Background: an optimization exercise with open tools, aiming at small area, a short achievable clock period and few clock cycles per item. Do not read the settings as production practice. In this exercise RTL edits were held to simulation tests only and were not proved equivalent to the original.

## flow/design.v (module list and top-level ports; edited modules follow where they fit)
// module mixpcm_lzc64: 37 lines
// module mixpcm_prod: 33 lines
// module mixpcm_add: 35 lines
// module mixpcm_round: 103 lines
// module mixpcm: 120 lines
// module mixpcm_mul24: 1118 lines
// module mixpcm_fa: 4 lines
// module mixpcm_ha: 4 lines
module mixpcm (
    input  wire        clk,
    input  wire        rst,
    input  wire        in_valid,
    output wire        in_ready,
    input  wire [31:0] in_v,
    input  wire [31:0] in_x,
    input  wire [31:0] in_gv,
    input  wire [31:0] in_gi,
    output reg         out_valid,
    output reg  [31:0] out_mix,
    output reg  [15:0] out_pcm,
    output reg         out_nan
);
  // ...
==> flow/run.sh <==
#!/bin/bash
# synth_recipe.tcl (not shown) runs the flow's synth.tcl, then flattens the netlist and writes it again
# the make line also repeats each setting of config.mk as NAME=value (left out here)
make -C /OpenROAD-flow-scripts/flow DESIGN_CONFIG=/design/flow/config.mk WORK_HOME=/design/flow/orfs CLKGATE_MAP_FILE= SYNTH_SCRIPT=/design/flow/synth_recipe.tcl finish
==> flow/config.mk <==
export PLATFORM = sky130hd
export DESIGN_NAME = mixpcm
export DESIGN_NICKNAME = mixpcm
export VERILOG_FILES = /design/flow/design.v
export SDC_FILE = /design/flow/constraint.sdc
export NUM_CORES = 4
export LEC_CHECK = 0
export CAP_MARGIN = 20
export CORE_MARGIN = 2
export CORE_UTILIZATION = 55
export SETUP_SLACK_MARGIN = 1.0
export SLEW_MARGIN = 20
export SYNTH_HIERARCHICAL = 1
export SYNTH_MINIMUM_KEEP_SIZE = 0
==> flow/constraint.sdc <==
create_clock -name core_clock -period 45.0 [get_ports {clk}]
set_input_delay 9.0000 -clock core_clock [delete_from_list [all_inputs] [get_ports {clk}]]
set_output_delay 9.0000 -clock core_clock [all_outputs]
set_load 0.01 [all_outputs]
==> results.py, run 1 <==
metrics = {
    "outcome": {
        "status": "timing/DRC/antenna clean",
    },
    "grt": {
        "grt_overflow": 0,
        "grt_pass1_vias": 66800,
        "grt_pass1_wl_um": 414000,
        "use_met1_pct": 55.5,
        "gr-usage-all-layers_pct": 41.4,
        "grt.busiest_layer": "met2",
    },
    "floorplan": {
        "die_h_um": 362,
        "core_sq_mm": 0.127,
        "num_rows": 131,
    },
    "place": {
        "gp_congestion": 1.08,
        "numPlacedInstances": 9814,
    },
    "timing": {
        "slew-limit-headroom_pct": 13.6,
        "final-hold-violation-count": 0,
        "rsz0062_at_grt": "false",
        "fin_crit_sh_pct": 25.7,
        "tns_ns": 0,
        "slew_viol_final": 0,
        "setup_viol": 0,
    },
    "worst_setup_path": {
        "r2r-start": "e1[0]",
        "critPathMaxStageDelay_ns": 0.76,
        "worstReg2RegEnd": "lz2[0]",
        "critical_path_arrival_ns": 12.07,
        "critical-path-top-delay-family": "compound AO/OA/AOI/OAI gates",
        "ff2ff_setup_slack_ns": 33.46,
        "crit_required_ns": 45.53,
        "cp.depth": 38,
    },
    "final_layout": {
        "nonClkBufAreaFrac_pct": 4.46,
        "drive_gt1_share_pct": 8.35,
        "seq_area_sq_mm": 0.00915,
        "finish.instance_area_sq_mm": 0.0756,
        "fin_nets": 9704,
        "post-route-util_pct": 59.3,
        "largest_cell_class": "multi-input combinational cells",
        "largest_register_ffs": 92,
    },
    "clock_network": {
        "path_clk_slew_ns": 0.06,
    },
    "synthesis": {
        "synthesis.area_sq_mm": 0.0705,
    },
    "drt": {
        "initialDrtViolationCount": 10300,
    },
}
Testbench counts, summed over its fixed seeds: cycles 32,032, items 32,000.
==> module mixpcm_add, before the edit <==
module mixpcm_add (
    input  wire [46:0]       p1, p2,
    input  wire signed [9:0] e1, e2,
    input  wire              s1, s2, z1, z2,
    output wire [57:0]       r,
    output wire [5:0]        lz,
    output wire signed [9:0] ea,
    output wire              sa
);
    wire        ge   = {!e1[9], e1[8:0], p1} >= {!e2[9], e2[8:0], p2};
    wire        big1 = z2 || (!z1 && ge);
    wire [46:0] pa = big1 ? p1 : p2;
    wire [46:0] pb = big1 ? p2 : p1;
    wire        zb = big1 ? z2 : z1;
    assign ea = big1 ? e1 : e2;
    assign sa = big1 ? s1 : s2;
    wire        sub = s1 ^ s2;
    wire signed [10:0] de = e1 - e2;
    wire [10:0] d  = big1 ? de : -de;
    wire        far = zb || (d > 11'd57);
    wire [5:0]  dc = far ? 6'd58 : d[5:0];
    wire [57:0] bw = {2'b01, pb, 9'b0} >> dc;
    wire [47:0] bb = {1'b1, pb};
    reg  [47:0] lowm;
    integer j;
    always @(*)
        for (j = 0; j < 48; j = j + 1)
            lowm[j] = (d > j + 9);
    wire        bst = !zb && (|(bb & lowm));
    wire [57:0] bj  = {bw[57:1], bw[0] | bst};
    wire [57:0] aw  = {2'b01, pa, 9'b0};
    assign r = aw + (bj ^ {58{sub}}) + {57'b0, sub};
    wire nz;
    mixpcm_lzc64 u_lzc (.x({r, 6'b111111}), .lz(lz), .nz(nz));
endmodule
==> inputs of run 2 (changes only) <==
--- a/flow/design.v
+++ b/flow/design.v
@@ -78,27 +78,31 @@
     output wire              sa
 );
-    wire        ge   = {!e1[9], e1[8:0], p1} >= {!e2[9], e2[8:0], p2};
+    wire        ge;
+    mixpcm_ge57 u_ge (.a({!e1[9], e1[8:0], p1}), .b({!e2[9], e2[8:0], p2}), .ge(ge));
     wire        big1 = z2 || (!z1 && ge);
     wire [46:0] pa = big1 ? p1 : p2;
     wire [46:0] pb = big1 ? p2 : p1;
-    wire        zb = big1 ? z2 : z1;
     assign ea = big1 ? e1 : e2;
     assign sa = big1 ? s1 : s2;
     wire        sub = s1 ^ s2;
     wire signed [10:0] de = e1 - e2;
-    wire [10:0] d  = big1 ? de : -de;
-    wire        far = zb || (d > 11'd57);
-    wire [5:0]  dc = far ? 6'd58 : d[5:0];
-    wire [57:0] bw = {2'b01, pb, 9'b0} >> dc;
-    wire [47:0] bb = {1'b1, pb};
-    reg  [47:0] lowm;
-    integer j;
-    always @(*)
-        for (j = 0; j < 48; j = j + 1)
-            lowm[j] = (d > j + 9);
-    wire        bst = !zb && (|(bb & lowm));
-    wire [57:0] bj  = {bw[57:1], bw[0] | bst};
+    wire [10:0] d   = de[10] ? -de : de;
+    wire        far = z1 || z2 || (d > 11'd57);
+    wire [5:0]  dc  = far ? 6'd58 : d[5:0];
+    wire [57:0] b6 = {2'b01, pb, 9'b0};
+    wire [57:0] b5 = dc[5] ? {32'b0, b6[57:32]} : b6;
+    wire [57:0] b4 = dc[4] ? {16'b0, b5[57:16]} : b5;
+    wire [57:0] b3 = dc[3] ? {8'b0,  b4[57:8]}  : b4;
+    wire [57:0] b2 = dc[2] ? {4'b0,  b3[57:4]}  : b3;
+    wire [57:0] b1 = dc[1] ? {2'b0,  b2[57:2]}  : b2;
+    wire [57:0] bw = dc[0] ? {1'b0,  b1[57:1]}  : b1;
+    wire        bst = (dc[5] && (|b6[31:0])) || (dc[4] && (|b5[15:0])) ||
+                      (dc[3] && (|b4[7:0]))  || (dc[2] && (|b3[3:0])) ||
+                      (dc[1] && (|b2[1:0]))  || (dc[0] && b1[0]);
+    wire        bstz = bst && !(z1 || z2);
+    wire [57:0] bj  = {bw[57:1], bw[0] | bstz};
     wire [57:0] aw  = {2'b01, pa, 9'b0};
-    assign r = aw + (bj ^ {58{sub}}) + {57'b0, sub};
+    wire        co;
+    mixpcm_add58 u_sum (.a(aw), .b(bj ^ {58{sub}}), .ci(sub), .s(r), .co(co));
     wire nz;
     mixpcm_lzc64 u_lzc (.x({r, 6'b111111}), .lz(lz), .nz(nz));
@@ -1449,4 +1453,465 @@
     assign co = (a & b) | (c & (a ^ b));
 endmodule
+module mixpcm_add58 (input wire [57:0] a, input wire [57:0] b, input wire ci, output wire [57:0] s, output wire co);
+    wire [57:0] p0 = a ^ b;
+    wire [58:0] g0 = {a & b, ci};
+    wire [58:0] q0 = {p0, 1'b0};
+    wire gl0_1 = g0[1] | (q0[1] & g0[0]);
+    wire pl0_1 = q0[1] & q0[0];
+    wire gl0_3 = g0[3] | (q0[3] & g0[2]);
+    wire pl0_3 = q0[3] & q0[2];
+    wire gl0_5 = g0[5] | (q0[5] & g0[4]);
+    wire pl0_5 = q0[5] & q0[4];
+    wire gl0_7 = g0[7] | (q0[7] & g0[6]);
+    wire pl0_7 = q0[7] & q0[6];
+    wire gl0_9 = g0[9] | (q0[9] & g0[8]);
+    wire pl0_9 = q0[9] & q0[8];
+    wire gl0_11 = g0[11] | (q0[11] & g0[10]);
+    wire pl0_11 = q0[11] & q0[10];
+    wire gl0_13 = g0[13] | (q0[13] & g0[12]);
+    wire pl0_13 = q0[13] & q0[12];
+    wire gl0_15 = g0[15] | (q0[15] & g0[14]);
+    wire pl0_15 = q0[15] & q0[14];
+    wire gl0_17 = g0[17] | (q0[17] & g0[16]);
+    wire pl0_17 = q0[17] & q0[16];
+    wire gl0_19 = g0[19] | (q0[19] & g0[18]);
+    wire pl0_19 = q0[19] & q0[18];
+    wire gl0_21 = g0[21] | (q0[21] & g0[20]);
+    wire pl0_21 = q0[21] & q0[20];
+    wire gl0_23 = g0[23] | (q0[23] & g0[22]);
+    wire pl0_23 = q0[23] & q0[22];
+    wire gl0_25 = g0[25] | (q0[25] & g0[24]);
+    wire pl0_25 = q0[25] & q0[24];
+    wire gl0_27 = g0[27] | (q0[27] & g0[26]);
+    wire pl0_27 = q0[27] & q0[26];
+    wire gl0_29 = g0[29] | (q0[29] & g0[28]);
+    wire pl0_29 = q0[29] & q0[28];
+    wire gl0_31 = g0[31] | (q0[31] & g0[30]);
+    wire pl0_31 = q0[31] & q0[30];
+    wire gl0_33 = g0[33] | (q0[33] & g0[32]);
+    wire pl0_33 = q0[33] & q0[32];
+    wire gl0_35 = g0[35] | (q0[35] & g0[34]);
+    wire pl0_35 = q0[35] & q0[34];
+    wire gl0_37 = g0[37] | (q0[37] & g0[36]);
+    wire pl0_37 = q0[37] & q0[36];
+    wire gl0_39 = g0[39] | (q0[39] & g0[38]);
+    wire pl0_39 = q0[39] & q0[38];
+    wire gl0_41 = g0[41] | (q0[41] & g0[40]);
+    wire pl0_41 = q0[41] & q0[40];
+    wire gl0_43 = g0[43] | (q0[43] & g0[42]);
+    wire pl0_43 = q0[43] & q0[42];
+    wire gl0_45 = g0[45] | (q0[45] & g0[44]);
+    wire pl0_45 = q0[45] & q0[44];
+    wire gl0_47 = g0[47] | (q0[47] & g0[46]);
+    wire pl0_47 = q0[47] & q0[46];
+    wire gl0_49 = g0[49] | (q0[49] & g0[48]);
+    wire pl0_49 = q0[49] & q0[48];
+    wire gl0_51 = g0[51] | (q0[51] & g0[50]);
+    wire pl0_51 = q0[51] & q0[50];
+    wire gl0_53 = g0[53] | (q0[53] & g0[52]);
+    wire pl0_53 = q0[53] & q0[52];
+    wire gl0_55 = g0[55] | (q0[55] & g0[54]);
+    wire pl0_55 = q0[55] & q0[54];
+    wire gl0_57 = g0[57] | (q0[57] & g0[56]);
+    wire pl0_57 = q0[57] & q0[56];
+    wire gl1_2 = g0[2] | (q0[2] & gl0_1);
+    wire pl1_2 = q0[2] & pl0_1;
+    wire gl1_3 = gl0_3 | (pl0_3 & gl0_1);
+    wire pl1_3 = pl0_3 & pl0_1;
+    wire gl1_6 = g0[6] | (q0[6] & gl0_5);
+    wire pl1_6 = q0[6] & pl0_5;
+    wire gl1_7 = gl0_7 | (pl0_7 & gl0_5);
+    wire pl1_7 = pl0_7 & pl0_5;
+    wire gl1_10 = g0[10] | (q0[10] & gl0_9);
+    wire pl1_10 = q0[10] & pl0_9;
+    wire gl1_11 = gl0_11 | (pl0_11 & gl0_9);
+    wire pl1_11 = pl0_11 & pl0_9;
+    wire gl1_14 = g0[14] | (q0[14] & gl0_13);
+    wire pl1_14 = q0[14] & pl0_13;
+    wire gl1_15 = gl0_15 | (pl0_15 & gl0_13);
+    wire pl1_15 = pl0_15 & pl0_13;
+    wire gl1_18 = g0[18] | (q0[18] & gl0_17);
+    wire pl1_18 = q0[18] & pl0_17;
+    wire gl1_19 = gl0_19 | (pl0_19 & gl0_17);
+    wire pl1_19 = pl0_19 & pl0_17;
+    wire gl1_22 = g0[22] | (q0[22] & gl0_21);
+    wire pl1_22 = q0[22] & pl0_21;
+    wire gl1_23 = gl0_23 | (pl0_23 & gl0_21);
+    wire pl1_23 = pl0_23 & pl0_21;
+    wire gl1_26 = g0[26] | (q0[26] & gl0_25);
+    wire pl1_26 = q0[26] & pl0_25;
+    wire gl1_27 = gl0_27 | (pl0_27 & gl0_25);
+    wire pl1_27 = pl0_27 & pl0_25;
+    wire gl1_30 = g0[30] | (q0[30] & gl0_29);
+    wire pl1_30 = q0[30] & pl0_29;
+    wire gl1_31 = gl0_31 | (pl0_31 & gl0_29);
+    wire pl1_31 = pl0_31 & pl0_29;
+    wire gl1_34 = g0[34] | (q0[34] & gl0_33);
+    wire pl1_34 = q0[34] & pl0_33;
+    wire gl1_35 = gl0_35 | (pl0_35 & gl0_33);
+    wire pl1_35 = pl0_35 & pl0_33;
+    wire gl1_38 = g0[38] | (q0[38] & gl0_37);
+    wire pl1_38 = q0[38] & pl0_37;
+    wire gl1_39 = gl0_39 | (pl0_39 & gl0_37);
+    wire pl1_39 = pl0_39 & pl0_37;
+    wire gl1_42 = g0[42] | (q0[42] & gl0_41);
+    wire pl1_42 = q0[42] & pl0_41;
+    wire gl1_43 = gl0_43 | (pl0_43 & gl0_41);
+    wire pl1_43 = pl0_43 & pl0_41;
+    wire gl1_46 = g0[46] | (q0[46] & gl0_45);
+    wire pl1_46 = q0[46] & pl0_45;
+    wire gl1_47 = gl0_47 | (pl0_47 & gl0_45);
+    wire pl1_47 = pl0_47 & pl0_45;
+    wire gl1_50 = g0[50] | (q0[50] & gl0_49);
+    wire pl1_50 = q0[50] & pl0_49;
+    wire gl1_51 = gl0_51 | (pl0_51 & gl0_49);
+    wire pl1_51 = pl0_51 & pl0_49;
+    wire gl1_54 = g0[54] | (q0[54] & gl0_53);
+    wire pl1_54 = q0[54] & pl0_53;
+    wire gl1_55 = gl0_55 | (pl0_55 & gl0_53);
+    wire pl1_55 = pl0_55 & pl0_53;
+    wire gl1_58 = g0[58] | (q0[58] & gl0_57);
+    wire pl1_58 = q0[58] & pl0_57;
+    wire gl2_4 = g0[4] | (q0[4] & gl1_3);
+    wire pl2_4 = q0[4] & pl1_3;
+    wire gl2_5 = gl0_5 | (pl0_5 & gl1_3);
+    wire pl2_5 = pl0_5 & pl1_3;
+    wire gl2_6 = gl1_6 | (pl1_6 & gl1_3);
+    wire pl2_6 = pl1_6 & pl1_3;
+    wire gl2_7 = gl1_7 | (pl1_7 & gl1_3);
+    wire pl2_7 = pl1_7 & pl1_3;
+    wire gl2_12 = g0[12] | (q0[12] & gl1_11);
+    wire pl2_12 = q0[12] & pl1_11;
+    wire gl2_13 = gl0_13 | (pl0_13 & gl1_11);
+    wire pl2_13 = pl0_13 & pl1_11;
+    wire gl2_14 = gl1_14 | (pl1_14 & gl1_11);
+    wire pl2_14 = pl1_14 & pl1_11;
+    wire gl2_15 = gl1_15 | (pl1_15 & gl1_11);
+    wire pl2_15 = pl1_15 & pl1_11;
+    wire gl2_20 = g0[20] | (q0[20] & gl1_19);
+    wire pl2_20 = q0[20] & pl1_19;
+    wire gl2_21 = gl0_21 | (pl0_21 & gl1_19);
+    wire pl2_21 = pl0_21 & pl1_19;
+    wire gl2_22 = gl1_22 | (pl1_22 & gl1_19);
+    wire pl2_22 = pl1_22 & pl1_19;
+    wire gl2_23 = gl1_23 | (pl1_23 & gl1_19);
+    wire pl2_23 = pl1_23 & pl1_19;
+    wire gl2_28 = g0[28] | (q0[28] & gl1_27);
+    wire pl2_28 = q0[28] & pl1_27;
+    wire gl2_29 = gl0_29 | (pl0_29 & gl1_27);
+    wire pl2_29 = pl0_29 & pl1_27;
+    wire gl2_30 = gl1_30 | (pl1_30 & gl1_27);
+    wire pl2_30 = pl1_30 & pl1_27;
+    wire gl2_31 = gl1_31 | (pl1_31 & gl1_27);
+    wire pl2_31 = pl1_31 & pl1_27;
+    wire gl2_36 = g0[36] | (q0[36] & gl1_35);
+    wire pl2_36 = q0[36] & pl1_35;
+    wire gl2_37 = gl0_37 | (pl0_37 & gl1_35);
+    wire pl2_37 = pl0_37 & pl1_35;
+    wire gl2_38 = gl1_38 | (pl1_38 & gl1_35);
+    wire pl2_38 = pl1_38 & pl1_35;
+    wire gl2_39 = gl1_39 | (pl1_39 & gl1_35);
+    wire pl2_39 = pl1_39 & pl1_35;
+    wire gl2_44 = g0[44] | (q0[44] & gl1_43);
+    wire pl2_44 = q0[44] & pl1_43;
+    wire gl2_45 = gl0_45 | (pl0_45 & gl1_43);
+    wire pl2_45 = pl0_45 & pl1_43;
+    wire gl2_46 = gl1_46 | (pl1_46 & gl1_43);
+    wire pl2_46 = pl1_46 & pl1_43;
+    wire gl2_47 = gl1_47 | (pl1_47 & gl1_43);
+    wire pl2_47 = pl1_47 & pl1_43;
+    wire gl2_52 = g0[52] | (q0[52] & gl1_51);
+    wire pl2_52 = q0[52] & pl1_51;
+    wire gl2_53 = gl0_53 | (pl0_53 & gl1_51);
+    wire pl2_53 = pl0_53 & pl1_51;
+    wire gl2_54 = gl1_54 | (pl1_54 & gl1_51);
+    wire pl2_54 = pl1_54 & pl1_51;
+    wire gl2_55 = gl1_55 | (pl1_55 & gl1_51);
+    wire pl2_55 = pl1_55 & pl1_51;
+    wire gl3_8 = g0[8] | (q0[8] & gl2_7);
+    wire pl3_8 = q0[8] & pl2_7;
+    wire gl3_9 = gl0_9 | (pl0_9 & gl2_7);
+    wire pl3_9 = pl0_9 & pl2_7;
+    wire gl3_10 = gl1_10 | (pl1_10 & gl2_7);
+    wire pl3_10 = pl1_10 & pl2_7;
+    wire gl3_11 = gl1_11 | (pl1_11 & gl2_7);
+    wire pl3_11 = pl1_11 & pl2_7;
+    wire gl3_12 = gl2_12 | (pl2_12 & gl2_7);
+    wire pl3_12 = pl2_12 & pl2_7;
+    wire gl3_13 = gl2_13 | (pl2_13 & gl2_7);
+    wire pl3_13 = pl2_13 & pl2_7;
+    wire gl3_14 = gl2_14 | (pl2_14 & gl2_7);
+    wire pl3_14 = pl2_14 & pl2_7;
+    wire gl3_15 = gl2_15 | (pl2_15 & gl2_7);
+    wire pl3_15 = pl2_15 & pl2_7;
+    wire gl3_24 = g0[24] | (q0[24] & gl2_23);
+    wire pl3_24 = q0[24] & pl2_23;
+    wire gl3_25 = gl0_25 | (pl0_25 & gl2_23);
+    wire pl3_25 = pl0_25 & pl2_23;
+    wire gl3_26 = gl1_26 | (pl1_26 & gl2_23);
+    wire pl3_26 = pl1_26 & pl2_23;
+    wire gl3_27 = gl1_27 | (pl1_27 & gl2_23);
+    wire pl3_27 = pl1_27 & pl2_23;
+    wire gl3_28 = gl2_28 | (pl2_28 & gl2_23);
+    wire pl3_28 = pl2_28 & pl2_23;
+    wire gl3_29 = gl2_29 | (pl2_29 & gl2_23);
+    wire pl3_29 = pl2_29 & pl2_23;
+    wire gl3_30 = gl2_30 | (pl2_30 & gl2_23);
+    wire pl3_30 = pl2_30 & pl2_23;
+    wire gl3_31 = gl2_31 | (pl2_31 & gl2_23);
+    wire pl3_31 = pl2_31 & pl2_23;
+    wire gl3_40 = g0[40] | (q0[40] & gl2_39);
+    wire pl3_40 = q0[40] & pl2_39;
+    wire gl3_41 = gl0_41 | (pl0_41 & gl2_39);
+    wire pl3_41 = pl0_41 & pl2_39;
+    wire gl3_42 = gl1_42 | (pl1_42 & gl2_39);
+    wire pl3_42 = pl1_42 & pl2_39;
+    wire gl3_43 = gl1_43 | (pl1_43 & gl2_39);
+    wire pl3_43 = pl1_43 & pl2_39;
+    wire gl3_44 = gl2_44 | (pl2_44 & gl2_39);
+    wire pl3_44 = pl2_44 & pl2_39;
+    wire gl3_45 = gl2_45 | (pl2_45 & gl2_39);
+    wire pl3_45 = pl2_45 & pl2_39;
+    wire gl3_46 = gl2_46 | (pl2_46 & gl2_39);
+    wire pl3_46 = pl2_46 & pl2_39;
+    wire gl3_47 = gl2_47 | (pl2_47 & gl2_39);
+    wire pl3_47 = pl2_47 & pl2_39;
+    wire gl3_56 = g0[56] | (q0[56] & gl2_55);
+    wire pl3_56 = q0[56] & pl2_55;
+    wire gl3_57 = gl0_57 | (pl0_57 & gl2_55);
+    wire pl3_57 = pl0_57 & pl2_55;
+    wire gl3_58 = gl1_58 | (pl1_58 & gl2_55);
+    wire pl3_58 = pl1_58 & pl2_55;
+    wire gl4_16 = g0[16] | (q0[16] & gl3_15);
+    wire pl4_16 = q0[16] & pl3_15;
+    wire gl4_17 = gl0_17 | (pl0_17 & gl3_15);
+    wire pl4_17 = pl0_17 & pl3_15;
+    wire gl4_18 = gl1_18 | (pl1_18 & gl3_15);
+    wire pl4_18 = pl1_18 & pl3_15;
+    wire gl4_19 = gl1_19 | (pl1_19 & gl3_15);
+    wire pl4_19 = pl1_19 & pl3_15;
+    wire gl4_20 = gl2_20 | (pl2_20 & gl3_15);
+    wire pl4_20 = pl2_20 & pl3_15;
+    wire gl4_21 = gl2_21 | (pl2_21 & gl3_15);
+    wire pl4_21 = pl2_21 & pl3_15;
+    wire gl4_22 = gl2_22 | (pl2_22 & gl3_15);
+    wire pl4_22 = pl2_22 & pl3_15;
+    wire gl4_23 = gl2_23 | (pl2_23 & gl3_15);
+    wire pl4_23 = pl2_23 & pl3_15;
+    wire gl4_24 = gl3_24 | (pl3_24 & gl3_15);
+    wire pl4_24 = pl3_24 & pl3_15;
+    wire gl4_25 = gl3_25 | (pl3_25 & gl3_15);
+    wire pl4_25 = pl3_25 & pl3_15;
+    wire gl4_26 = gl3_26 | (pl3_26 & gl3_15);
+    wire pl4_26 = pl3_26 & pl3_15;
+    wire gl4_27 = gl3_27 | (pl3_27 & gl3_15);
+    wire pl4_27 = pl3_27 & pl3_15;
+    wire gl4_28 = gl3_28 | (pl3_28 & gl3_15);
+    wire pl4_28 = pl3_28 & pl3_15;
+    wire gl4_29 = gl3_29 | (pl3_29 & gl3_15);
+    wire pl4_29 = pl3_29 & pl3_15;
+    wire gl4_30 = gl3_30 | (pl3_30 & gl3_15);
+    wire pl4_30 = pl3_30 & pl3_15;
+    wire gl4_31 = gl3_31 | (pl3_31 & gl3_15);
+    wire pl4_31 = pl3_31 & pl3_15;
+    wire gl4_48 = g0[48] | (q0[48] & gl3_47);
+    wire pl4_48 = q0[48] & pl3_47;
+    wire gl4_49 = gl0_49 | (pl0_49 & gl3_47);
+    wire pl4_49 = pl0_49 & pl3_47;
+    wire gl4_50 = gl1_50 | (pl1_50 & gl3_47);
+    wire pl4_50 = pl1_50 & pl3_47;
+    wire gl4_51 = gl1_51 | (pl1_51 & gl3_47);
+    wire pl4_51 = pl1_51 & pl3_47;
+    wire gl4_52 = gl2_52 | (pl2_52 & gl3_47);
+    wire pl4_52 = pl2_52 & pl3_47;
+    wire gl4_53 = gl2_53 | (pl2_53 & gl3_47);
+    wire pl4_53 = pl2_53 & pl3_47;
+    wire gl4_54 = gl2_54 | (pl2_54 & gl3_47);
+    wire pl4_54 = pl2_54 & pl3_47;
+    wire gl4_55 = gl2_55 | (pl2_55 & gl3_47);
+    wire pl4_55 = pl2_55 & pl3_47;
+    wire gl4_56 = gl3_56 | (pl3_56 & gl3_47);
+    wire pl4_56 = pl3_56 & pl3_47;
+    wire gl4_57 = gl3_57 | (pl3_57 & gl3_47);
+    wire pl4_57 = pl3_57 & pl3_47;
+    wire gl4_58 = gl3_58 | (pl3_58 & gl3_47);
+    wire pl4_58 = pl3_58 & pl3_47;
+    wire gl5_32 = g0[32] | (q0[32] & gl4_31);
+    wire pl5_32 = q0[32] & pl4_31;
+    wire gl5_33 = gl0_33 | (pl0_33 & gl4_31);
+    wire pl5_33 = pl0_33 & pl4_31;
+    wire gl5_34 = gl1_34 | (pl1_34 & gl4_31);
+    wire pl5_34 = pl1_34 & pl4_31;
+    wire gl5_35 = gl1_35 | (pl1_35 & gl4_31);
+    wire pl5_35 = pl1_35 & pl4_31;
+    wire gl5_36 = gl2_36 | (pl2_36 & gl4_31);
+    wire pl5_36 = pl2_36 & pl4_31;
+    wire gl5_37 = gl2_37 | (pl2_37 & gl4_31);
+    wire pl5_37 = pl2_37 & pl4_31;
+    wire gl5_38 = gl2_38 | (pl2_38 & gl4_31);
+    wire pl5_38 = pl2_38 & pl4_31;
+    wire gl5_39 = gl2_39 | (pl2_39 & gl4_31);
+    wire pl5_39 = pl2_39 & pl4_31;
+    wire gl5_40 = gl3_40 | (pl3_40 & gl4_31);
+    wire pl5_40 = pl3_40 & pl4_31;
+    wire gl5_41 = gl3_41 | (pl3_41 & gl4_31);
+    wire pl5_41 = pl3_41 & pl4_31;
+    wire gl5_42 = gl3_42 | (pl3_42 & gl4_31);
+    wire pl5_42 = pl3_42 & pl4_31;
+    wire gl5_43 = gl3_43 | (pl3_43 & gl4_31);
+    wire pl5_43 = pl3_43 & pl4_31;
+    wire gl5_44 = gl3_44 | (pl3_44 & gl4_31);
+    wire pl5_44 = pl3_44 & pl4_31;
+    wire gl5_45 = gl3_45 | (pl3_45 & gl4_31);
+    wire pl5_45 = pl3_45 & pl4_31;
+    wire gl5_46 = gl3_46 | (pl3_46 & gl4_31);
+    wire pl5_46 = pl3_46 & pl4_31;
+    wire gl5_47 = gl3_47 | (pl3_47 & gl4_31);
+    wire pl5_47 = pl3_47 & pl4_31;
+    wire gl5_48 = gl4_48 | (pl4_48 & gl4_31);
+    wire pl5_48 = pl4_48 & pl4_31;
+    wire gl5_49 = gl4_49 | (pl4_49 & gl4_31);
+    wire pl5_49 = pl4_49 & pl4_31;
+    wire gl5_50 = gl4_50 | (pl4_50 & gl4_31);
+    wire pl5_50 = pl4_50 & pl4_31;
+    wire gl5_51 = gl4_51 | (pl4_51 & gl4_31);
+    wire pl5_51 = pl4_51 & pl4_31;
+    wire gl5_52 = gl4_52 | (pl4_52 & gl4_31);
+    wire pl5_52 = pl4_52 & pl4_31;
+    wire gl5_53 = gl4_53 | (pl4_53 & gl4_31);
+    wire pl5_53 = pl4_53 & pl4_31;
+    wire gl5_54 = gl4_54 | (pl4_54 & gl4_31);
+    wire pl5_54 = pl4_54 & pl4_31;
+    wire gl5_55 = gl4_55 | (pl4_55 & gl4_31);
+    wire pl5_55 = pl4_55 & pl4_31;
+    wire gl5_56 = gl4_56 | (pl4_56 & gl4_31);
+    wire pl5_56 = pl4_56 & pl4_31;
+    wire gl5_57 = gl4_57 | (pl4_57 & gl4_31);
+    wire pl5_57 = pl4_57 & pl4_31;
+    wire gl5_58 = gl4_58 | (pl4_58 & gl4_31);
+    wire pl5_58 = pl4_58 & pl4_31;
+    wire [58:0] c = {gl5_58, gl5_57, gl5_56, gl5_55, gl5_54, gl5_53, gl5_52, gl5_51, gl5_50, gl5_49, gl5_48, gl5_47, gl5_46, gl5_45, gl5_44, gl5_43, gl5_42, gl5_41, gl5_40, gl5_39, gl5_38, gl5_37, gl5_36, gl5_35, gl5_34, gl5_33, gl5_32, gl4_31, gl4_30, gl4_29, gl4_28, gl4_27, gl4_26, gl4_25, gl4_24, gl4_23, gl4_22, gl4_21, gl4_20, gl4_19, gl4_18, gl4_17, gl4_16, gl3_15, gl3_14, gl3_13, gl3_12, gl3_11, gl3_10, gl3_9, gl3_8, gl2_7, gl2_6, gl2_5, gl2_4, gl1_3, gl1_2, gl0_1, g0[0]};
+    assign s = p0 ^ c[57:0];
+    assign co = c[58];
+endmodule
+module mixpcm_ge57 (input wire [56:0] a, input wire [56:0] b, output wire ge);
+    wire [56:0] g0 = a & ~b;
+    wire [56:0] p0 = a | ~b;
+    wire cg1 = g0[0] | p0[0];
+    wire cp1 = p0[0] & 1'b0;
+    wire cg2 = g0[2] | (p0[2] & g0[1]);
+    wire cp2 = p0[2] & p0[1];
+    wire cg3 = g0[4] | (p0[4] & g0[3]);
+    wire cp3 = p0[4] & p0[3];
+    wire cg4 = g0[6] | (p0[6] & g0[5]);
+    wire cp4 = p0[6] & p0[5];
+    wire cg5 = g0[8] | (p0[8] & g0[7]);
+    wire cp5 = p0[8] & p0[7];
+    wire cg6 = g0[10] | (p0[10] & g0[9]);
+    wire cp6 = p0[10] & p0[9];
+    wire cg7 = g0[12] | (p0[12] & g0[11]);
+    wire cp7 = p0[12] & p0[11];
+    wire cg8 = g0[14] | (p0[14] & g0[13]);
+    wire cp8 = p0[14] & p0[13];
+    wire cg9 = g0[16] | (p0[16] & g0[15]);
+    wire cp9 = p0[16] & p0[15];
+    wire cg10 = g0[18] | (p0[18] & g0[17]);
+    wire cp10 = p0[18] & p0[17];
+    wire cg11 = g0[20] | (p0[20] & g0[19]);
+    wire cp11 = p0[20] & p0[19];
+    wire cg12 = g0[22] | (p0[22] & g0[21]);
+    wire cp12 = p0[22] & p0[21];
+    wire cg13 = g0[24] | (p0[24] & g0[23]);
+    wire cp13 = p0[24] & p0[23];
+    wire cg14 = g0[26] | (p0[26] & g0[25]);
+    wire cp14 = p0[26] & p0[25];
+    wire cg15 = g0[28] | (p0[28] & g0[27]);
+    wire cp15 = p0[28] & p0[27];
+    wire cg16 = g0[30] | (p0[30] & g0[29]);
+    wire cp16 = p0[30] & p0[29];
+    wire cg17 = g0[32] | (p0[32] & g0[31]);
+    wire cp17 = p0[32] & p0[31];
+    wire cg18 = g0[34] | (p0[34] & g0[33]);
+    wire cp18 = p0[34] & p0[33];
+    wire cg19 = g0[36] | (p0[36] & g0[35]);
+    wire cp19 = p0[36] & p0[35];
+    wire cg20 = g0[38] | (p0[38] & g0[37]);
+    wire cp20 = p0[38] & p0[37];
+    wire cg21 = g0[40] | (p0[40] & g0[39]);
+    wire cp21 = p0[40] & p0[39];
+    wire cg22 = g0[42] | (p0[42] & g0[41]);
+    wire cp22 = p0[42] & p0[41];
+    wire cg23 = g0[44] | (p0[44] & g0[43]);
+    wire cp23 = p0[44] & p0[43];
+    wire cg24 = g0[46] | (p0[46] & g0[45]);
+    wire cp24 = p0[46] & p0[45];
+    wire cg25 = g0[48] | (p0[48] & g0[47]);
+    wire cp25 = p0[48] & p0[47];
+    wire cg26 = g0[50] | (p0[50] & g0[49]);
+    wire cp26 = p0[50] & p0[49];
+    wire cg27 = g0[52] | (p0[52] & g0[51]);
+    wire cp27 = p0[52] & p0[51];
+    wire cg28 = g0[54] | (p0[54] & g0[53]);
+    wire cp28 = p0[54] & p0[53];
+    wire cg29 = g0[56] | (p0[56] & g0[55]);
+    wire cp29 = p0[56] & p0[55];
+    wire cg30 = cg2 | (cp2 & cg1);
+    wire cp30 = cp2 & cp1;
+    wire cg31 = cg4 | (cp4 & cg3);
+    wire cp31 = cp4 & cp3;
+    wire cg32 = cg6 | (cp6 & cg5);
+    wire cp32 = cp6 & cp5;
+    wire cg33 = cg8 | (cp8 & cg7);
+    wire cp33 = cp8 & cp7;
+    wire cg34 = cg10 | (cp10 & cg9);
+    wire cp34 = cp10 & cp9;
+    wire cg35 = cg12 | (cp12 & cg11);
+    wire cp35 = cp12 & cp11;
+    wire cg36 = cg14 | (cp14 & cg13);
+    wire cp36 = cp14 & cp13;
+    wire cg37 = cg16 | (cp16 & cg15);
+    wire cp37 = cp16 & cp15;
+    wire cg38 = cg18 | (cp18 & cg17);
+    wire cp38 = cp18 & cp17;
+    wire cg39 = cg20 | (cp20 & cg19);
+    wire cp39 = cp20 & cp19;
+    wire cg40 = cg22 | (cp22 & cg21);
+    wire cp40 = cp22 & cp21;
+    wire cg41 = cg24 | (cp24 & cg23);
+    wire cp41 = cp24 & cp23;
+    wire cg42 = cg26 | (cp26 & cg25);
+    wire cp42 = cp26 & cp25;
+    wire cg43 = cg28 | (cp28 & cg27);
+    wire cp43 = cp28 & cp27;
+    wire cg44 = cg31 | (cp31 & cg30);
+    wire cp44 = cp31 & cp30;
+    wire cg45 = cg33 | (cp33 & cg32);
+    wire cp45 = cp33 & cp32;
+    wire cg46 = cg35 | (cp35 & cg34);
+    wire cp46 = cp35 & cp34;
+    wire cg47 = cg37 | (cp37 & cg36);
+    wire cp47 = cp37 & cp36;
+    wire cg48 = cg39 | (cp39 & cg38);
+    wire cp48 = cp39 & cp38;
+    wire cg49 = cg41 | (cp41 & cg40);
+    wire cp49 = cp41 & cp40;
+    wire cg50 = cg43 | (cp43 & cg42);
+    wire cp50 = cp43 & cp42;
+    wire cg51 = cg45 | (cp45 & cg44);
+    wire cp51 = cp45 & cp44;
+    wire cg52 = cg47 | (cp47 & cg46);
+    wire cp52 = cp47 & cp46;
+    wire cg53 = cg49 | (cp49 & cg48);
+    wire cp53 = cp49 & cp48;
+    wire cg54 = cg29 | (cp29 & cg50);
+    wire cp54 = cp29 & cp50;
+    wire cg55 = cg52 | (cp52 & cg51);
+    wire cp55 = cp52 & cp51;
+    wire cg56 = cg54 | (cp54 & cg53);
+    wire cp56 = cp54 & cp53;
+    wire cg57 = cg56 | (cp56 & cg55);
+    wire cp57 = cp56 & cp55;
+    assign ge = cg57;
+endmodule
 module mixpcm_ha (input wire a, input wire b, output wire s, output wire co);
     assign s  = a ^ b;
==> flow/flow/run.sh (new file) <==
#!/bin/bash
# The standard layout (standard.sh) with two changes to how it is made:
# - the ports get plain sky130 buffers (buf_2) instead of the delay buffers
#   buffer_ports picks by default (still one buffer on every input and output);
# - ORFS's setup repair steps are asked for a slack margin close to the clock
#   period, so that they work the register-to-register paths down towards the
#   period the fixed I/O delays allow.
# Constraints, synthesis and every other step are the standard ones.
set -euo pipefail
bash standard.sh synth > synth.log 2>&1
bash standard.sh "BUFFER_PORTS_ARGS=-buffer_cell sky130_fd_sc_hd__buf_2" \
    SETUP_SLACK_MARGIN=34.8 finish > layout.log 2>&1
==> flow/standard.sh (new file) <==
#!/bin/bash
# synth_recipe.tcl (not shown) runs the flow's synth.tcl, then flattens the netlist and writes it again
# the make line also repeats each setting of config.mk as NAME=value (left out here)
make -C /OpenROAD-flow-scripts/flow DESIGN_CONFIG=/design/flow/config.mk WORK_HOME=/design/flow/orfs CLKGATE_MAP_FILE= SYNTH_SCRIPT=/design/flow/synth_recipe.tcl "${@:-finish}"
--- a/flow/config.mk
+++ b/flow/config.mk
@@ -9,5 +9,4 @@
 export CORE_MARGIN = 2
 export CORE_UTILIZATION = 55
-export SETUP_SLACK_MARGIN = 1.0
 export SLEW_MARGIN = 20
 export SYNTH_HIERARCHICAL = 1
removed: flow/run.sh
==> run 2 against run 1 <==
Wire length fell by 6.3%; non-clock buffer count down 36; register-to-register slack better by 1.8 ns; utilization fell by 0.21 points; synthesized cell count fell by 6.5%; via count decreased by 7.2%.
==> results.py, run 2 <==
metrics = {
    "outcome": {
        "status": "timing/DRC/antenna clean",
    },
    "drt": {
        "vias": 63000,
        "wl_per_cell_um": 27.7,
        "initialDrtViolationCount": 7252,
        "vias_per_cell": 6.70,
        "drc": 0,
        "met2_length_um": 115000,
        "met1Wirelength_um": 103000,
        "top_layer_used": "met5",
        "finalWirelength_um": 261000,
        "met3WireLength_um": 28200,
        "ant_nets": 0,
        "first_pass_iters": 8,
    },
    "worst_setup_path": {
        "critical-path-top-delay-family": "flip-flops",
        "worstSetupPathType": "register to primary output",
        "crit_path_top_delay_cell": "dfxtp_1",
        "crit_required_ns": 36.00,
        "critPathLaunchType": "register",
        "cp-end-kind": "primary output",
        "critical_path_arrival_ns": 1.15,
        "cp.buffers_inverters": 1,
        "critPathMaxStageDelay_ns": 0.35,
        "crit_chain": "buf_2",
        "crit_fanout": 1,
    },
    "clock_network": {
        "clk_latency_ns": 0.66,
        "htree_levels": 2,
        "clock-sinks": 391,
        "cts_tree": "yes",
        "cts_buffers": 46,
        "path_clk_slew_ns": 0.07,
        "cts.path.max_buffers": 3,
        "cts-root-buf": "clkbuf_16",
        "hold_buffers": 0,
    },
    "grt": {
        "grt_max_degree": 70,
        "grt_overflow": 0,
        "gr-usage-all-layers_pct": 40.3,
        "antenna_found_initial": 7,
        "grt_pass1_vias": 62900,
        "grt_pass1_wl_um": 391000,
    },
    "flow_run": {
        "cap_violations": 0,
    },
    "floorplan": {
        "start_util_pct": 55.4,
        "die_w_um": 357,
        "num_io_pins": 182,
        "core_sq_mm": 0.124,
        "die_h_um": 357,
        "die-area_sq_mm": 0.127,
        "num_rows": 129,
    },
    "timing": {
        "setup_slack_ns": 34.85,
        "final-hold-violation-count": 0,
        "slew-limit-headroom_pct": 20.2,
        "timing.final.crit_period_ns": 10.15,
        "fin_crit_sh_pct": 22.6,
        "worst_slew_pin_slew_ns": 1.18,
        "slew_viol_final": 0,
        "hold_slack_ns": 0.330,
        "setup_viol": 0,
        "fmax_mhz": 98.5,
        "rsz0062_at_grt": "false",
        "tns_ns": 0,
        "clock-skew-final_ns": 0.0270,
    },
    "final_layout": {
        "post-route-util_pct": 59.1,
        "layout_common_cells": "1,394 x nand2_1, 978 x fa_1, 488 x inv_1",
        "reg_top3": "om: 92 flops, r2: 58 flops",
        "area_growth_pct": 6.69,
        "fill_cells": 11100,
        "regMostFlops": "om",
        "multi_input_area_sq_mm": 0.0561,
        "fin_nets": 9197,
        "seq_area_sq_mm": 0.00916,
        "drive_gt1_share_pct": 12.8,
        "largest_register_ffs": 92,
        "final_common_cell": "nand2_1",
    },
    "synthesis": {
        "avgSynthCellArea_sq_um": 8.86,
        "synth-warning-count": 8,
        "syn-instance-count": 7735,
        "synthesis.area_sq_mm": 0.0685,
    },
    "place": {
        "dp_hpwl_um": 199000,
        "gp_congestion": 1.06,
        "numPortBuffers": 181,
        "dpl_worst_slack_ns": 34.31,
    },
    "hold_path": {
        "hp-class": "register to register",
    },
}
[run 2: final timing paths]
path,slack [ns],depth (start not counted),startpoint,end
max,34.85,1,out_mix[27],out_mix[27]
min,0.33,0,i1,i2
min reg2reg,0.33,0,i1,i2
max reg2reg,35.24,30,om[34],e1[6]
[run 2: repair_timing]
action / in CTS / in global routing
setup buffers: 5 / 2
gates cloned: 1 / 2
resized for setup: 17 / 73
pin swaps: 1 / 5
setup endpoints to repair: 22 / 28
[run 2: layout make-up]
cell class | instances | share of cell area [%]
clock buffer | 63 | 1.76
tap | 1637 | 2.80
timing repair buffer | 353 | 3.12
antenna | 9 | 0.0308
sequential | 391 | 12.5
clock inverter | 20 | 0.354
inverter | 508 | 2.61
multi-input combinational | 6425 | 76.8
[run 2: metrics by stage]
step | std cells | area (sq um)
after global routing | 9397 | 73100
after CTS | 9392 | 72700
final | 9406 | 73100
after detailed placement | 9303 | 71000
after floorplan | 7758 | 68600
after global placement | 9303 | 71000
[run 2: layer usage]
layer	track usage, %	up-vias
met1	53.4	31200
met3	9.52	814
met4	19.3	12
met5	0	-
li1	-	27100
met2	62.4	3901
Testbench counts of run 2, summed over its fixed seeds: cycles 32,032, items 32,000.
==> module mixpcm_prod, before the edit <==
module mixpcm_prod (
    input  wire              sa, ha,
    input  wire [22:0]       ma,
    input  wire signed [8:0] xa,
    input  wire              sb, hb,
    input  wire [22:0]       mb,
    input  wire signed [8:0] xb,
    output wire              nan,
    output wire              inf,
    output wire              zero,
    output wire              sign,
    output wire [46:0]       pn,
    output wire signed [9:0] en
);
    wire a_max  = (xa == 9'sd255);
    wire b_max  = (xb == 9'sd255);
    wire a_mz   = (ma == 0);
    wire b_mz   = (mb == 0);
    wire a_nan  = a_max && !a_mz;
    wire b_nan  = b_max && !b_mz;
    wire a_inf  = a_max && a_mz;
    wire b_inf  = b_max && b_mz;
    wire a_zero = !ha && a_mz;
    wire b_zero = !hb && b_mz;
    assign sign = sa ^ sb;
    assign nan  = a_nan || b_nan || (a_inf && b_zero) || (b_inf && a_zero);
    assign inf  = !nan && (a_inf || b_inf);
    assign zero = !nan && !inf && (a_zero || b_zero);
    wire [47:0] p;
    mixpcm_mul24 u_mul (.a(ma), .b(mb), .p(p));
    assign pn = p[47] ? p[46:0] : p[45:0] << 1;
    assign en = $signed({xa[8], xa}) + $signed({xb[8], xb}) - $signed({9'b0, !p[47]});
endmodule
==> inputs of run 3 (changes only) <==
--- a/flow/design.v
+++ b/flow/design.v
@@ -67,5 +67,7 @@
     mixpcm_mul24 u_mul (.a(ma), .b(mb), .p(p));
     assign pn = p[47] ? p[46:0] : p[45:0] << 1;
-    assign en = $signed({xa[8], xa}) + $signed({xb[8], xb}) - $signed({9'b0, !p[47]});
+    wire signed [9:0] es  = $signed({xa[8], xa}) + $signed({xb[8], xb});
+    wire signed [9:0] es1 = es - 10'sd1;
+    assign en = p[47] ? es : es1;
 endmodule
 module mixpcm_add (
==> run 3 against run 2 <==
Synthesized cell count shrank 1.7%; clock skew grew 0.042 ns; count of clock-buffer cells in the layout shrank 4; critical path depth is the same; highest routed layer unchanged; still clean on timing, DRC and antenna; die area shrank 1.0%; final area shrank 1.3%; flip-flop and latch count is the same; final cell count shrank 1.7%; utilization is essentially flat; first-iteration DRC count grew 1.9%; hold slack lost 0.0041 ns.
==> results.py, run 3 <==
metrics = {
    "outcome": {
        "status": "timing/DRC/antenna clean",
    },
    "worst_setup_path": {
        "crit_chain": "buf_2",
        "cp-end-kind": "primary output",
        "r2r-start": "lz2[1]",
        "critical-path-top-delay-family": "flip-flops",
        "cp.buffers_inverters": 1,
        "crit_fanout": 1,
        "critPathLaunchType": "register",
        "worstSetupPathType": "register to primary output",
        "crit_path_top_delay_cell": "dfxtp_1",
        "crit_required_ns": 36.00,
        "critPathMaxStageDelay_ns": 0.34,
        "ff2ff_setup_slack_ns": 35.00,
        "crit_start": "out_mix[27]",
        "critical_path_arrival_ns": 1.15,
    },
    "floorplan": {
        "start_util_pct": 55.6,
        "core_sq_mm": 0.122,
        "die_h_um": 355,
        "die_w_um": 355,
        "die-area_sq_mm": 0.126,
        "num_io_pins": 182,
        "num_rows": 128,
    },
    "drt": {
        "vias": 61900,
        "first_pass_iters": 6,
        "vias_per_cell": 6.69,
        "ant_nets": 0,
        "finalWirelength_um": 252000,
        "drc": 0,
        "initialDrtViolationCount": 7388,
        "wl_per_cell_um": 27.3,
    },
    "timing": {
        "hold_slack_ns": 0.326,
        "final-hold-violation-count": 0,
        "fin_crit_sh_pct": 22.6,
        "fmax_mhz": 98.5,
        "tns_ns": 0,
        "rsz0062_at_grt": "true",
        "timing.final.crit_period_ns": 10.15,
        "worst_slew_pin_slew_ns": 1.16,
        "clock-skew-final_ns": 0.0695,
        "slew_viol_final": 0,
        "setup_viol": 0,
        "slew-limit-headroom_pct": 21.6,
    },
    "grt": {
        "gr-usage-all-layers_pct": 39.3,
        "grt_pass1_wl_um": 381000,
        "antenna_found_initial": 1,
        "grt_overflow": 0,
        "grt_max_degree": 89,
        "grt_pass1_vias": 62200,
    },
    "final_layout": {
        "area_growth_pct": 6.44,
        "largest_register_ffs": 92,
        "layout_common_cells": "1,429 x nand2_1, 978 x fa_1, 420 x inv_1",
        "fin_nets": 9038,
        "instances_no_fill": 9247,
        "regMostFlops": "om",
        "reg_top3": "om: 92 flops, r2: 58 flops",
        "finish.instance_area_sq_mm": 0.0722,
        "drive_gt1_share_pct": 12.3,
        "final_common_cell": "nand2_1",
    },
    "place": {
        "numPlacedInstances": 9152,
        "dp_hpwl_um": 193000,
        "gp_congestion": 1.05,
        "placed_area_sq_mm": 0.0703,
        "numPortBuffers": 181,
    },
    "clock_network": {
        "htree_levels": 2,
        "cts.path.max_buffers": 3,
        "hold_buffers": 0,
        "cts_tree": "yes",
        "path_clk_slew_ns": 0.06,
        "cts_buffers": 47,
        "cts-root-buf": "clkbuf_16",
        "clk_latency_ns": 0.69,
        "clock-sinks": 391,
    },
    "hold_path": {
        "hp-class": "register to register",
        "worstHoldStart": "is1",
    },
    "synthesis": {
        "synthesis.area_sq_mm": 0.0678,
        "synth-warning-count": 8,
        "avgSynthCellArea_sq_um": 8.92,
        "syn-instance-count": 7604,
    },
    "flow_run": {
        "cap_violations": 0,
    },
}
run 3: worst register-to-register path: cells and delay by family, from the launching register on:
| family | cells | cell delay, ns |
|---|---|---|
| AOI/OAI and AO/OA | 12 | 3.35 |
| DFF | 1 | 0.47 |
| adders and majority gates | 6 | 1.79 |
| xor gates and xnor gates | 2 | 0.34 |
| buffers and inverters | 5 | 1.36 |
| and+or+nand+nor | 10 | 2.56 |
run 3: what timing repair did:
item,in CTS,in global routing
gates resized for setup,17,25
setup endpoints to repair,34,29
pin swaps,0,3
buffers inserted,4,1
gates cloned,0,1
run 3: layer usage:
layer | up-vias | GRT usage (%) | part of all wire, %
met5 | - | 0 | 0.0052
li1 | 26600 | - | -
met4 | 2 | 17.9 | 5.2
met3 | 779 | 8.98 | 11
met2 | 3925 | 61.2 | 45
met1 | 30600 | 52.5 | 39
run 3: area by class of cell:
type                    instances  area [sq um]
diodes                          2          5.00
clock buffers                  59          1260
clock inverters                28           357
fillers                     10900         49900
inverters                     437          1650
multi-input cells            6353         55500
flip-flops and latches        391          9160
well taps                    1625          2030
repair buffers                352          2270
run 3: per-stage QoR:
stage / setup slack (ns) / utilization [%]
2_1_floorplan: 35.00 / -
5_1_grt: 34.77 / 59.1
3_3_place_gp: 34.18 / 57.6
6_report: 34.85 / 59.1
3_5_place_dp: 34.15 / 57.6
4_1_cts: 34.81 / 59.0
run 3: path summary, 6_finish.rpt:
check | to | cells past startpoint
max | out_mix[27] | 1
min | is2 | 0
max reg2reg | out_mix[29] | 35
min reg2reg | is2 | 0
Testbench counts of run 3, summed over its fixed seeds: cycles 32,032, items 32,000.
==> inputs of run 4 (changes only) <==
--- a/flow/config.mk
+++ b/flow/config.mk
@@ -8,5 +8,6 @@
 export CAP_MARGIN = 20
 export CORE_MARGIN = 2
-export CORE_UTILIZATION = 55
+export CORE_UTILIZATION = 68
+export PLACE_DENSITY = 0.75
 export SLEW_MARGIN = 20
 export SYNTH_HIERARCHICAL = 1
==> run 4 against run 3 <==
Register-to-register slack improved by 0.26 ns; clock skew decreased by 0.036 ns; synthesized area unchanged; fmax about the same; flip-flop and latch count unchanged; via count increased by 4.3%; die area decreased by 19%; final area decreased by 0.62%; final cell count decreased by 3.7%; critical endpoint is now out_mix[30].
==> results.py, run 4 <==
metrics = {
    "place": {
        "numPortBuffers": 181,
        "placed_area_sq_mm": 0.0698,
        "dp_hpwl_um": 187000,
        "numPlacedInstances": 8809,
        "gp_congestion": 1.09,
    },
    "timing": {
        "setup_viol": 0,
        "timing.final.crit_period_ns": 10.16,
        "rsz0062_at_grt": "true",
        "fin_crit_sh_pct": 22.6,
        "clock-skew-final_ns": 0.0339,
        "tns_ns": 0,
        "final-hold-violation-count": 0,
        "slew_viol_final": 0,
        "fmax_mhz": 98.4,
        "slew-limit-headroom_pct": 18.0,
        "worst_slew_pin_slew_ns": 1.20,
    },
    "worst_setup_path": {
        "crit_chain": "buf_2",
        "cp-end-kind": "primary output",
        "critical_path_arrival_ns": 1.16,
        "crit_path_top_delay_cell": "dfxtp_1",
        "crit_fanout": 1,
        "critPathLaunchType": "register",
        "crit_required_ns": 36.00,
        "worstSetupPathType": "register to primary output",
        "r2r_cells": 30,
        "critical-path-top-delay-family": "flip-flops",
        "cp.buffers_inverters": 1,
        "cp.depth": 1,
        "critPathMaxStageDelay_ns": 0.37,
    },
    "final_layout": {
        "area_growth_pct": 5.78,
        "finish.instance_area_sq_mm": 0.0717,
        "regMostFlops": "om",
        "layout_common_cells": "1,428 x nand2_1, 978 x fa_1, 420 x inv_1",
        "instances_no_fill": 8906,
        "final_common_cell": "nand2_1",
        "fill_cells": 7260,
        "drive_gt1_share_pct": 12.2,
        "seq_area_sq_mm": 0.00915,
        "reg_top3": "om: 92 flops, r2: 58 flops",
        "post-route-util_pct": 72.8,
        "fin_nets": 9038,
        "multi_input_area_sq_mm": 0.0554,
        "largest_register_ffs": 92,
        "n_antenna_cell": 0,
    },
    "drt": {
        "vias": 64500,
        "initialDrtViolationCount": 8797,
        "first_pass_iters": 8,
        "ant_nets": 0,
        "wl_per_cell_um": 28.0,
        "drc": 0,
        "finalWirelength_um": 250000,
        "vias_per_cell": 7.25,
    },
    "hold_path": {
        "hp-class": "register to register",
        "hold_depth": 0,
    },
    "clock_network": {
        "cts-root-buf": "clkbuf_16",
        "path_clk_slew_ns": 0.06,
        "cts.path.max_buffers": 3,
        "cts_tree": "yes",
        "htree_levels": 2,
        "cts_buffers": 46,
        "clk_latency_ns": 0.64,
        "clock-sinks": 391,
    },
    "floorplan": {
        "die_w_um": 320,
        "start_util_pct": 68.8,
        "num_rows": 115,
        "core_sq_mm": 0.0986,
        "die_h_um": 320,
        "die-area_sq_mm": 0.102,
        "num_io_pins": 182,
    },
    "synthesis": {
        "syn-instance-count": 7604,
        "synth-warning-count": 8,
        "synthesis.area_sq_mm": 0.0678,
        "avgSynthCellArea_sq_um": 8.92,
    },
    "grt": {
        "grt_pass1_wl_um": 377000,
        "gr-usage-all-layers_pct": 47.9,
        "antenna_found_initial": 6,
        "grt_max_degree": 88,
        "grt_pass1_vias": 64600,
        "grt_overflow": 0,
    },
    "outcome": {
        "status": "timing/DRC/antenna clean",
    },
    "flow_run": {
        "cap_violations": 0,
    },
}
[run 4: cell types whose count changed in the layout (fill, tap and decap cells not counted), sizes merged]
cell	delta
clkbuf	+1
clkinv	-2
nor2	+1
clkinvlp	-1
bufinv	+3
buf	-1
diode	-2
inv	-2
[run 4: metrics by stage]
stage	setup slack (ns)	hold WS [ns]
2_1_floorplan	35.00	0.310
6_report	34.84	0.346
5_1_grt	34.82	0.344
4_1_cts	34.83	0.344
3_3_place_gp	34.52	0.338
3_5_place_dp	34.49	0.337
[run 4: path summary, 6_finish.rpt]
| path | startpoint | end | slack (ns) |
|---|---|---|---|
| worst min-delay path | is1 | is2 | 0.35 |
| worst min register to register | is1 | is2 | 0.35 |
| worst max register to register | lz2[1] | out_pcm[2] | 35.26 |
| worst max-delay path | out_mix[30] | out_mix[30] | 34.84 |
[run 4: what timing repair did]
item / CTS / global route
hold endpoints to repair: 0 / 0
gates cloned: 0 / 2
endpoints found under the setup margin: 7 / 29
pin swaps: 0 / 3
setup buffers: 2 / 6
resized for setup: 3 / 32
hold buffers: 0 / 0
[run 4: final cells by class]
class | instances | area share (%)
Clock inverter | 26 | 0.509
Tap cell | 1287 | 2.24
Inverter | 437 | 2.29
Clock buffer | 59 | 1.80
Sequential cell | 391 | 12.8
Multi-Input combinational cell | 6354 | 77.3
Timing Repair Buffer | 352 | 3.13
[run 4: metal layers]
metal / up-vias / global-route usage (%) / share of wire [%]
li1: 26600 / - / -
met1: 30900 / 59.8 / 35
met2: 5687 / 72.8 / 44
met3: 1419 / 15.4 / 14
met4: 12 / 29.1 / 7.3
met5: - / 0 / 0.031
==> inputs of run 5 (changes only) <==
--- a/flow/flow/run.sh
+++ b/flow/flow/run.sh
@@ -10,3 +10,3 @@
 bash standard.sh synth > synth.log 2>&1
 bash standard.sh "BUFFER_PORTS_ARGS=-buffer_cell sky130_fd_sc_hd__buf_2" \
-    SETUP_SLACK_MARGIN=34.8 finish > layout.log 2>&1
+    SETUP_SLACK_MARGIN=34.9 finish > layout.log 2>&1
==> run 5 against run 4 <==
Global-route usage hardly changed; clock skew fell by 0.0069 ns; critical path depth is the same; count of clock-buffer cells in the layout is the same; utilization rose by 0.080 points; hold slack worse by 0.0018 ns; critical endpoint is now out_valid.
==> results.py, run 5 <==
metrics = {
    "drt": {
        "finalWirelength_um": 250000,
        "vias_per_cell": 7.27,
        "drc": 0,
        "initialDrtViolationCount": 9003,
        "wl_per_cell_um": 28.1,
        "first_pass_iters": 8,
        "ant_nets": 0,
        "vias": 64700,
    },
    "worst_setup_path": {
        "critPathLaunchType": "register",
        "crit_path_top_delay_cell": "dfxtp_1",
        "crit_fanout": 1,
        "r2r_cells": 28,
        "cp.buffers_inverters": 1,
        "critPathMaxStageDelay_ns": 0.33,
        "cp-end-kind": "primary output",
        "r2r-start": "lz2[1]",
        "crit_chain": "buf_4",
        "crit_start": "out_valid",
        "worstReg2RegEnd": "out_pcm[2]",
        "critical-path-top-delay-family": "flip-flops",
        "worstSetupPathType": "register to primary output",
        "critical_path_arrival_ns": 1.09,
        "crit_required_ns": 36.00,
        "ff2ff_setup_slack_ns": 35.14,
    },
    "final_layout": {
        "reg_top3": "om: 92 flops, r2: 58 flops",
        "largest_register_ffs": 92,
        "area_growth_pct": 5.90,
        "layout_common_cells": "1,428 x nand2_1, 978 x fa_1, 420 x inv_1",
        "fin_nets": 9037,
        "fill_cells": 7248,
        "final_common_cell": "nand2_1",
        "n_antenna_cell": 0,
        "drive_gt1_share_pct": 12.4,
        "regMostFlops": "om",
    },
    "clock_network": {
        "clk_latency_ns": 0.64,
        "cts_tree": "yes",
        "path_clk_slew_ns": 0.06,
        "cts.path.max_buffers": 3,
        "clock-sinks": 391,
        "cts-root-buf": "clkbuf_16",
        "htree_levels": 2,
        "cts_buffers": 46,
    },
    "synthesis": {
        "avgSynthCellArea_sq_um": 8.92,
        "synthesis.area_sq_mm": 0.0678,
        "syn-instance-count": 7604,
        "synth-warning-count": 8,
    },
    "timing": {
        "fin_crit_sh_pct": 22.4,
        "timing.final.crit_period_ns": 10.09,
        "slew_viol_final": 0,
        "tns_ns": 0,
        "rsz0062_at_grt": "true",
        "clock-skew-final_ns": 0.0271,
        "slew-limit-headroom_pct": 17.4,
        "fmax_mhz": 99.1,
        "worst_slew_pin_slew_ns": 1.21,
        "final-hold-violation-count": 0,
        "setup_viol": 0,
    },
    "hold_path": {
        "hold_depth": 0,
        "hold_end": "is2",
        "hp-class": "register to register",
        "worstHoldStart": "is1",
    },
    "grt": {
        "grt_max_degree": 88,
        "grt_pass1_wl_um": 377000,
        "antenna_found_initial": 6,
        "gr-usage-all-layers_pct": 48.0,
        "grt_overflow": 0,
        "grt_pass1_vias": 64700,
    },
    "floorplan": {
        "num_io_pins": 182,
        "start_util_pct": 68.8,
        "die_w_um": 320,
        "core_sq_mm": 0.0986,
        "num_rows": 115,
        "die-area_sq_mm": 0.102,
        "die_h_um": 320,
    },
    "place": {
        "numPortBuffers": 181,
        "dp_hpwl_um": 187000,
        "gp_congestion": 1.09,
    },
    "outcome": {
        "status": "timing/DRC/antenna clean",
    },
    "flow_run": {
        "cap_violations": 0,
    },
}
==> run 5: area by class of cell <==
| cell class | instances | area, sq um | area share (%) |
|---|---|---|---|
| Sequential cell | 391 | 9170 | 12.8 |
| Inverter | 437 | 1650 | 2.29 |
| Clock inverter | 26 | 365 | 0.509 |
| Timing Repair Buffer | 351 | 2290 | 3.18 |
| Tap cell | 1287 | 1610 | 2.24 |
| Multi-Input combinational cell | 6354 | 55400 | 77.2 |
| Clock buffer | 59 | 1290 | 1.80 |
==> run 5: timing repair <==
| action | in CTS | in global routing |
|---|---|---|
| endpoints found under the hold margin | 0 | 0 |
| resized for setup | 18 | 42 |
| pin swaps | 0 | 3 |
| hold buffers | 0 | 0 |
| cloned | 0 | 3 |
| endpoints found under the setup margin | 20 | 35 |
| buffers inserted | 2 | 4 |
==> run 5: metrics by stage <==
stage	util [%]	setup slack, ns	cells	area (sq um)	hold slack [ns]
global placement	70.8	34.52	8809	69800	0.338
detailed placement	70.8	34.49	8809	69800	0.337
floorplan	-	35.00	7627	67900	0.310
global route	72.9	34.89	8905	71800	0.344
finish	72.9	34.91	8905	71800	0.345
CTS	72.6	34.83	8896	71600	0.344
==> run 5: worst max-delay path by stage <==
stage,endpoint,slack (ns),cells past startpoint
after floorplan,ir,35.00,5
after global placement,ir,34.52,6
after detailed placement,ir,34.49,6
after CTS,lz2[0],34.83,36
after global routing,out_mix[30],34.89,1
final,out_valid,34.91,1
==> run 5: metal layers <==
metal / share of wire [%] / GRT usage, % / vias up
met2: 43 / 72.9 / 5807
met4: 7.3 / 29.1 / 12
li1: - / - / 26600
met1: 35 / 59.7 / 30900
met5: 0.037 / 0 / -
met3: 14 / 15.5 / 1426

port drivers added, routing unchanged:
The results above use ideal ports. As a check the final layouts listed here were re-extracted and re-timed, cells and wires unchanged.
Step 1: set_driving_cell puts a clkbuf_16 on clk and a buf_2 on each other input, an assumption about the parent block.
Step 2 also shifts input and output timing later by t, the mid clock arrival at the registers, as if the neighbouring blocks saw the same clock.
a / b / c = ideal / step 1 / step 2; a / b = the first two.
| run | t (ns) | slack for setup (ns) | worst setup path after step 2 | worst slew at a driven data input, ns |
|---|---|---|---|---|
| run 1 | 0.718 | 33.457 / 33.457 / 33.457 | register to register | 0.05 |
| run 2 | 0.726 | 34.845 / 34.764 / 34.710 | input to register | 0.06 |
| run 3 | 0.735 | 34.850 / 34.768 / 34.581 | input to register | 0.04 |
| run 4 | 0.702 | 34.841 / 34.764 / 34.474 | input to register | 0.06 |
| run 5 | 0.704 | 34.907 / 34.829 / 34.406 | input to register | 0.05 |
After both steps every run listed still meets setup and hold. The setup slack of run 5, which loses most, moves by -0.078 ns with the drivers and by -0.501 ns with both steps.
